What follows belongs to an exercise in optimizing a design on an open flow for small area, a short achievable clock period and few clock cycles; a production flow would make more cautious choices. The RTL was checked by simulation tests, not by an equivalence proof against the original design. Power figures rest on the tool's default switching activity, not on a simulated workload.

==> flow/design.v (excerpt) <==
module dlls_core (
    input  wire        clk,
    input  wire        rst,          
    input  wire        cmd_valid,
    output wire        cmd_ready,
    input  wire [31:0] cmd,
    output reg         resp_valid,
    output reg  [31:0] resp
);
Size: ~5100 cells after synthesis, about 1000 flip-flops, about 57000 sq um of cells after synthesis.
==> flow/config.mk <==
export PLATFORM = sky130hd
export DESIGN_NAME = dlls_core
export DESIGN_NICKNAME = dlls_core
export VERILOG_FILES = /design/flow/design.v
export SDC_FILE = /design/flow/constraint.sdc
export NUM_CORES = 4
export LEC_CHECK = 0
export CAP_MARGIN = 20
export CORE_MARGIN = 2
export CORE_UTILIZATION = 40
export CTS_BUF_LIST = sky130_fd_sc_hd__clkbuf_16
export CTS_CLUSTER_DIAMETER = 80
export CTS_CLUSTER_SIZE = 24
export SLEW_MARGIN = 20
==> flow/constraint.sdc <==
create_clock -name core_clock -period 25.0 [get_ports {clk}]
set_input_delay 5.0000 -clock core_clock [delete_from_list [all_inputs] [get_ports {clk}]]
set_output_delay 5.0000 -clock core_clock [all_outputs]
set_load 0.01 [all_outputs]
standard.sh (not shown) runs the stock make flow with config.mk's settings and CLKGATE_MAP_FILE= SYNTH_SCRIPT=/design/flow/synth_recipe.tcl, a recipe that flattens the netlist after the stock synthesis.
==> flow/flow/run.sh <==
#!/bin/bash
# Layout flow: the standard layout (standard.sh, unchanged synthesis and
# steps), except that buffer_ports puts sky130_fd_sc_hd__buf_4 on every input
# and output port instead of the cell it picks by default (a slow delay
# buffer).  All tool output goes to standard.log in this folder; ORFS keeps
# its per-step logs under orfs/logs.
set -euo pipefail
export BUFFER_PORTS_ARGS="-buffer_cell sky130_fd_sc_hd__buf_4"
bash standard.sh > standard.log 2>&1
The first run finished clean.
Testbench counts at the start, summed over its fixed seeds: cycles 34,862.
Edit:
--- a/flow/design.v
+++ b/flow/design.v
@@ -146,15 +146,14 @@
     endfunction
     reg         c_v;
     reg  [NF-1:0] c_f;
     reg  [23:0] c_d;
     reg         c_s, c_p, c_e, c_res;
     reg         rdy_q;
-    reg         nrdy_q;
     assign cmd_ready = rdy_q;
-    wire take = cmd_valid && !nrdy_q;
+    wire take = cmd_valid && rdy_q;
     wire [NF+3:0] dec_in = pdec(cmd);
     wire [7:0]  a   = c_d[23:16];
     wire [15:0] d16 = c_d[15:0];
     wire [7:0]  b   = c_d[7:0];
     wire z23_8 = c_f[F_ZH] && c_f[F_ZM];
     wire z_all = z23_8 && c_f[F_ZL];
@@ -406,17 +405,12 @@
         | ({32{x_ext}}                     & w_ext)
         | ({32{x_prd}}                     & w_prd);
     wire u_one     = (rx_cnt == sc_n + 6'd1);
     wire ext_ok_nx = caught && (!x_feed_ok || (!p_v && !(sc_ds && no_room))) || (p_v && !x_ext);
     wire p_txb     = x_txb || scheme_crc && (tx_cl || fmax_one && (x_txe || x_commit));
     wire p_txe     = x_txb || x_txe || x_commit;
-    wire rdy_d = rst || (stall ? !(x_ext && !ext_ok_nx || tx_stall)
-                               : !(take && (dec_in[F_COMMIT] || dec_in[F_RD] && dec_in[F_RDCRC] ||
-                                            dec_in[F_TXB] && p_txb ||
-                                            dec_in[F_TXE] && p_txe ||
-                                            dec_in[F_EXT] && !ext_ok_nx)));
     reg        rst_r;             
     reg        tx_cl;             
     reg  [3:0] ff_r;              
     wire       arst = rst_r || x_sreset;
     wire       x_cgo = x_commit && ph;       
     wire [5:0] sc_n_rm  = sc_n - ext_rm;
@@ -424,14 +418,17 @@
     integer i, r;
     always @(posedge clk) begin
         rst_r <= rst;
         ff_r  <= first_failed;
         tx_esc   <= (tx_code == r_start) || (tx_code == r_stop) || (tx_code == r_esc);
         tx_a_chg <= rst_r || x_sreset || tx_go || x_cgo;
-        rdy_q  <= rdy_d;
-        nrdy_q <= !rdy_d;
+        rdy_q <= rst || (stall ? !(x_ext && !ext_ok_nx || tx_stall)
+                               : !(take && (dec_in[F_COMMIT] || dec_in[F_RD] && dec_in[F_RDCRC] ||
+                                            dec_in[F_TXB] && p_txb ||
+                                            dec_in[F_TXE] && p_txe ||
+                                            dec_in[F_EXT] && !ext_ok_nx)));
         if (rst) begin
             c_v  <= 1'b0;
         end else if (!stall) begin
             c_v  <= take;
             {c_res, c_e, c_p, c_s, c_f} <= dec_in;
             c_d  <= cmd[23:0];
Clock power stays flat.
Non-clock buffer count goes up by 2.
Utilization goes down by 0.16 points.
Clock-buffer cell count goes down by 1.
Setup slack gains 0.67 ns.
Combinational power goes down by about 4%.
Power goes down by 0.41%.
Die area goes down by 0.81%.
Flip-flop and latch count goes down by 1.
Register-to-register slack loses 0.29 ns.
Maximum frequency goes up by 11%.
Design area goes down by 0.73%.
Clock skew goes up by 0.044 ns.
Testbench counts after the change, summed over its fixed seeds: cycles 34,862.

-- static timing again, ports no longer ideal --
Ports are ideal in the flow. The routed layouts listed here were re-timed in OpenROAD.
Step 1 sets driving cells, clkbuf_16 on the clock port and buf_2 on the other inputs (assumed; they add their load-dependent delay and slew).
Step 2 also shifts input and output timing later by t, the mid clock arrival at the registers, as if the neighbouring blocks saw the same clock.
Slacks: ideal ports / drivers / drivers and shift; pairs: ideal ports / drivers.
run	t, ns	setup slack, ns	latest minus earliest clock arrival (ns)	slew at the worst register clock pin (ns)	cell pins on the clock port's net
the first run	0.770	18.043 / 18.096 / 17.327	0.061 / 0.061	0.10 / 0.10	1
the second run	0.784	18.717 / 18.642 / 18.314	0.104 / 0.103	0.11 / 0.11	1
After both steps every run listed still meets setup and hold. For the first run, which loses most, drivers alone change the setup slack by +0.053 ns; drivers and shift together by -0.716 ns.
